From an optimization exercise on the open Yosys and OpenROAD flow, aimed at small area, a short achievable clock period and few clock cycles per item; shortcuts taken in it are not production practice. In this exercise RTL edits were held to simulation tests only and were not proved equivalent to the original. Power is estimated from default activity; no workload was simulated.

## before
// gs_writer
module gs_writer (
    input             clk,
    input             rst,
    input             cmd_valid,
    output            cmd_ready,
    input      [3:0]  cmd_op,
    input      [7:0]  cmd_nbits,
    input      [63:0] cmd_value,
    output            out_valid,
    input             out_ready,
    output     [31:0] out_data,
    output     [2:0]  out_bytes,
    output reg        rsp_valid,
    output reg [2:0]  rsp_code,
    output     [15:0] rsp_bits,
    output     [31:0] rsp_crc
);
==> flow/config.mk <==
export PLATFORM = sky130hd
export DESIGN_NAME = gs_writer
export DESIGN_NICKNAME = gs_writer
export VERILOG_FILES = /design/flow/design.v
export SDC_FILE = /design/flow/constraint.sdc
export NUM_CORES = 4
export LEC_CHECK = 0
export CAP_MARGIN = 20
export CORE_MARGIN = 2
export CORE_UTILIZATION = 40
export PLACE_DENSITY = 0.6
export SETUP_SLACK_MARGIN = 3
export SLEW_MARGIN = 20
==> flow/constraint.sdc <==
create_clock -name core_clock -period 6.0 [get_ports {clk}]
set_input_delay 1.2000 -clock core_clock [delete_from_list [all_inputs] [get_ports {clk}]]
set_output_delay 1.2000 -clock core_clock [all_outputs]
set_load 0.01 [all_outputs]
run.sh (not shown) runs the stock make flow with config.mk's settings and CLKGATE_MAP_FILE= SYNTH_SCRIPT=/design/flow/synth_recipe.tcl, a recipe that flattens the netlist after the stock synthesis.
Testbench counts of before, summed over its fixed seeds: cycles 11,688, commands 9,484.
[inputs] after vs before
- setting CTS_CLUSTER_SIZE to 20 for the first time
- setting CTS_CLUSTER_DIAMETER to 80 for the first time
==> flow/flow/run.sh (new file) <==
#!/bin/bash
# The standard layout (standard.sh: ORFS synthesis to final layout), with one change:
# the buffer placed on every input and output port is the smallest buffer cell,
# sky130_fd_sc_hd__buf_1, instead of the default pick. Timing repair may still resize it.
set -euo pipefail
export BUFFER_PORTS_ARGS="-buffer_cell sky130_fd_sc_hd__buf_1"
bash standard.sh > standard.log 2>&1
==> flow/standard.sh (new file) <==
#!/bin/bash
# synth_recipe.tcl (not shown) runs the flow's synth.tcl, then flattens the netlist and writes it again
# the make line also repeats each setting of config.mk as NAME=value (left out here)
make -C /OpenROAD-flow-scripts/flow DESIGN_CONFIG=/design/flow/config.mk WORK_HOME=/design/flow/orfs CLKGATE_MAP_FILE= SYNTH_SCRIPT=/design/flow/synth_recipe.tcl "${@:-finish}"
removed: flow/run.sh
--- outcome ---
| portion of the clock cycle consumed by the worst path in the final layout | after vs before | 0.78 points lower |. Cmp after vs before: first-pass GRT wire length lower in after. | synthesized-area fraction occupied by xor and xnor cells | before vs after | ≈ equal |. Reported for after and before, area enclosed by the die boundary turned out identical to the last digit. after has more setup slack than before.

========
The RTL this note starts from:
==> flow/design.v <==
module gs_writer (
    input             clk,
    input             rst,
    input             cmd_valid,
    output            cmd_ready,
    input      [3:0]  cmd_op,
    input      [7:0]  cmd_nbits,
    input      [63:0] cmd_value,
    output            out_valid,
    input             out_ready,
    output     [31:0] out_data,
    output     [2:0]  out_bytes,
    output reg        rsp_valid,
    output reg [2:0]  rsp_code,
    output     [15:0] rsp_bits,
    output     [31:0] rsp_crc
);
    localparam [2:0] F_OK       = 3'd0;
    localparam [2:0] F_WIDTH    = 3'd2;
    localparam [2:0] F_ILLEGAL  = 3'd3;
    localparam [2:0] F_STATE    = 3'd4;
    localparam [2:0] F_OVERFLOW = 3'd5;
    reg         c_valid;
    reg         c_open;    
    reg         c_write;   
    reg         c_emit;    
    reg         c_noarg;   
    reg         c_badw;    
    reg         c_long;    
    reg  [6:0]  c_n;       
    reg  [63:0] c_val;     
    reg  [7:0]  c_end;     
    reg         wopen;     
    reg         flush;     
    reg         half;      
    reg  [31:0] wa;        
    reg  [31:0] wb;        
    reg  [6:0]  cnt;       
    reg         f32;       
    reg         g32;       
    reg         nz;        
    reg         par;       
    reg  [15:0] total;     
    reg  [31:0] crc;       
    reg         h1;        
    reg         h2;        
    wire full_word = f32;
    wire any       = nz;
    assign out_valid = h1 && (full_word || (flush && any));
    assign out_data  = wa;
    assign out_bytes = full_word ? 3'd4 : ({1'b0, cnt[4:3]} + {2'b0, |cnt[2:0]});
    assign rsp_bits  = total;
    assign rsp_crc   = ~crc;
    wire take = out_valid && out_ready;
    wire room  = !g32 || take;
    wire go    = c_valid && !flush && room && !(c_open && full_word);
    wire first = go && c_long && !half;
    wire done  = go && !(c_long && !half);
    wire can   = c_valid && !flush && !(c_open && full_word) && !(c_long && !half);
    assign cmd_ready = (!c_valid || (can && !g32)) || ((can && out_valid) && out_ready);
    wire        overflow = total[15] || (total[14:6] == 9'h1FF && c_end[7] && c_end[6:0] != 7'd0);
    reg [2:0] code;
    always @(*) begin
        if (!(c_write || ((c_open || c_emit) && c_noarg)))
            code = F_ILLEGAL;
        else if (c_open)
            code = F_OK;
        else if (!wopen)
            code = F_STATE;
        else if (c_emit)
            code = F_OK;
        else if (c_badw)
            code = F_WIDTH;
        else if (overflow)
            code = F_OVERFLOW;
        else
            code = F_OK;
    end
    wire write_ok = c_write && wopen && !c_badw && !overflow;
    wire [31:0] piece = (c_long && !half) ? c_val[63:32] : c_val[31:0];
    wire [4:0]  rot   = ~c_end[4:0];                                      
    wire        rot32 = ~c_end[5] ^ (c_long && !half) ^ par ^ take;
    reg [63:0] ins;
    integer k;
    always @(*) begin
        ins = {32'd0, piece};
        ins = {ins[62:0], ins[63]};
        for (k = 0; k < 5; k = k + 1)
            if (rot[k])
                ins = (ins << (1 << k)) | (ins >> (64 - (1 << k)));
        if (rot32)
            ins = {ins[31:0], ins[63:32]};
    end
    wire        put     = (first || done) && write_ok;
    wire [5:0]  put_len = (c_long && !half) ? {1'b0, c_n[4:0] == 5'd0, c_n[4:0]}
                        : (half ? 6'd32 : c_n[5:0]);
    wire [6:0]  c_sum   = cnt + {1'b0, put_len};
    wire [6:0]  c_sum32 = c_sum - 7'd32;
    wire [6:0]  c_tk    = full_word ? cnt - 7'd32 : 7'd0;
    wire [6:0]  cnt_put = take ? c_sum32 : c_sum;
    wire [6:0]  cnt_np  = take ? c_tk : cnt;
    wire [6:0]  cnt_nx  = put ? cnt_put : cnt_np;
    function [31:0] crc8;
        input [31:0] c;
        integer b;
        begin
            crc8 = c;
            for (b = 0; b < 8; b = b + 1)
                crc8 = crc8[0] ? ((crc8 >> 1) ^ 32'hEDB88320) : (crc8 >> 1);
        end
    endfunction
    wire        do_h1    = !h1 && (cnt[6] || cnt[5] || cnt[4] || (flush && any));
    wire        do_h2    = out_valid && !h2 && (full_word || (cnt[4] && |cnt[3:0]));
    wire [15:0] crc_in   = h1 ? wa[15:0] : wa[31:16];
    wire        crc_two  = h1 ? (full_word || (cnt[4:3] == 2'b11 && |cnt[2:0]))
                              : (cnt[6:4] != 3'd0 || cnt[3:0] > 4'd8);
    wire [31:0] crc_x    = crc ^ {16'd0, crc_in[7:0], crc_in[15:8]};
    wire [31:0] crc_1    = crc8(crc_x);
    wire [31:0] crc_2    = crc8(crc_1);
    wire [31:0] crc_word = crc_two ? crc_2 : crc_1;
    reg [63:0] vmask;
    integer j;
    always @(*)
        for (j = 0; j < 64; j = j + 1)
            vmask[j] = (cmd_nbits[7:6] != 2'd0) || (j < cmd_nbits[5:0]);
    always @(posedge clk) begin
        if (rst) begin
            c_valid <= 1'b0;
        end else if (cmd_ready) begin
            c_valid <= cmd_valid;
            c_open  <= (cmd_op == 4'h1);
            c_write <= (cmd_op == 4'h2) || (cmd_op == 4'h3);
            c_emit  <= (cmd_op == 4'h4);
            c_noarg <= (cmd_nbits == 8'd0) && (cmd_value == 64'd0);
            c_badw  <= (cmd_nbits == 8'd0) || (cmd_nbits > 8'd64);
            c_long  <= cmd_nbits[7] | cmd_nbits[6] | (cmd_nbits[5] & |cmd_nbits[4:0]);
            c_n     <= cmd_nbits[6:0];
            c_val   <= cmd_value & vmask;
            c_end   <= (c_valid && c_open && c_noarg) ? {1'b0, cmd_nbits[6:0]}
                     : (c_valid && c_write) ? {1'b0, c_end[6:0]} + {1'b0, cmd_nbits[6:0]}
                     : {1'b0, total[6:0]} + {1'b0, cmd_nbits[6:0]};
        end
    end
    always @(posedge clk) begin
        if (rst) begin
            wopen     <= 1'b0;
            flush     <= 1'b0;
            half      <= 1'b0;
            wa        <= 32'd0;
            wb        <= 32'd0;
            cnt       <= 7'd0;
            f32       <= 1'b0;
            g32       <= 1'b0;
            nz        <= 1'b0;
            par       <= 1'b0;
            total     <= 16'd0;
            crc       <= 32'hFFFFFFFF;
            h1        <= 1'b0;
            h2        <= 1'b0;
            rsp_valid <= 1'b0;
            rsp_code  <= 3'd0;
        end else begin
            rsp_valid <= 1'b0;
            {wa, wb}  <= (take ? {wb, 32'd0} : {wa, wb}) | (put ? ins : 64'd0);
            cnt       <= cnt_nx;
            f32       <= cnt_nx >= 7'd32;
            g32       <= cnt_nx > 7'd32;
            nz        <= cnt_nx != 7'd0;
            if (do_h1 || do_h2)
                crc <= crc_word;
            if (do_h1)
                h1 <= 1'b1;
            if (do_h2)
                h2 <= 1'b1;
            if (take) begin
                par <= ~par;
                h1  <= 1'b0;
                h2  <= 1'b0;
            end
            if (first)
                half <= 1'b1;
            if (flush && !any) begin
                flush     <= 1'b0;
                wopen     <= 1'b0;
                par       <= 1'b0;
                rsp_valid <= 1'b1;
                rsp_code  <= F_OK;
            end
            if (done) begin
                half      <= 1'b0;
                rsp_valid <= 1'b1;
                rsp_code  <= code;
                if (code != F_OK) begin
                    if (code != F_ILLEGAL)
                        wopen <= 1'b0;
                end else if (c_open) begin
                    wopen <= 1'b1;
                    wa    <= 32'd0;
                    wb    <= 32'd0;
                    cnt   <= 7'd0;
                    f32   <= 1'b0;
                    g32   <= 1'b0;
                    nz    <= 1'b0;
                    par   <= 1'b0;
                    total <= 16'd0;
                    crc   <= 32'hFFFFFFFF;
                    h1    <= 1'b0;
                    h2    <= 1'b0;
                end else if (c_write) begin
                    total <= total + {9'd0, c_n};
                end else begin
                    rsp_valid <= 1'b0;
                    flush     <= 1'b1;
                end
            end
        end
    end
endmodule
export LEC_CHECK = 0
export CAP_MARGIN = 20
export CORE_MARGIN = 2
export CORE_UTILIZATION = 55
export PLACE_DENSITY = 0.7
export SETUP_SLACK_MARGIN = 3
export SLEW_MARGIN = 20
create_clock -name core_clock -period 6.0 [get_ports {clk}]
standard.sh (not shown) runs the stock make flow with config.mk's settings and CLKGATE_MAP_FILE= SYNTH_SCRIPT=/design/flow/synth_recipe.tcl, a recipe that flattens the netlist after the stock synthesis.
==> flow/flow/run.sh <==
#!/bin/bash
# The standard layout (standard.sh: ORFS synthesis to final layout), with one change:
# the buffer placed on every input and output port is the smallest buffer cell,
# sky130_fd_sc_hd__buf_1, instead of the default pick. Timing repair may still resize it.
set -euo pipefail
export BUFFER_PORTS_ARGS="-buffer_cell sky130_fd_sc_hd__buf_1"
bash standard.sh > standard.log 2>&1
The baseline ran to the end with no violations.
Testbench counts at the start, summed over its fixed seeds: cycles 11,688, commands 9,484.
Edit:
- CORE_UTILIZATION: 55 -> 40
- PLACE_DENSITY: 0.7 -> 0.6
=> Synthesized area does not change; routed wire length decreases by 0.46%; cell area came out lower by 2.4%; total power is higher by 1.7%; die area climbs by 37%; clock skew rose by 17 ps; global-route usage drops by 7.7 points.
Edit:
- CTS_CLUSTER_DIAMETER: not set -> 100
- CTS_CLUSTER_SIZE: not set -> 30
Outcome: Synthesized cell count stays the same; design area falls by 2.2%; sequential power is about the same; via count barely changes; clock-buffer cell count went down by 13; die area is unchanged; core utilization drops by 1.1 points; area after synthesis is unchanged; global-route usage goes down by 0.24 points; hold slack is better by 8.7 ps; register-to-register slack improved by 60 ps.

re-timing with driven ports:
The results above use ideal ports. As a check the final layouts listed here were re-extracted and re-timed, cells and wires unchanged. Step 1 assumes that a clkbuf_16 drives the clock port and a buf_2 every other input. Step 2 adds t to the input delays and takes it off the output delays; t is the mean of the earliest and latest rising clock arrival at the registers after step 1. Input paths then give back, and output paths get back, about the clock's delay inside the block. Slacks: ideal ports / drivers / drivers and shift; pairs: ideal ports / drivers.
| run | shift t [ns] | setup slack, ns | worst hold slack (ns) | worst setup path after step 2 | latest minus earliest clock arrival (ns) |
|---|---|---|---|---|---|
| before | 0.589 | 2.837 / 2.784 / 2.515 | 0.475 / 0.475 / 0.475 | input to register | 0.015 / 0.015 |
| after | 0.564 | 2.884 / 2.827 / 2.470 | 0.475 / 0.475 / 0.475 | input to register | 0.014 / 0.014 |
| the first run of note 2 | 0.581 | 2.846 / 2.791 / 2.496 | 0.484 / 0.484 / 0.484 | input to register | 0.012 / 0.011 |
| the second run of note 2 | 0.595 | 2.864 / 2.806 / 2.538 | 0.474 / 0.474 / 0.474 | input to register | 0.028 / 0.028 |
| the third run of note 2 | 0.552 | 2.884 / 2.827 / 2.533 | 0.482 / 0.482 / 0.482 | input to register | 0.028 / 0.028 |
After both steps every run listed still meets setup and hold. The setup slack of after, which loses most, moves by -0.057 ns with the drivers and by -0.414 ns with both steps.
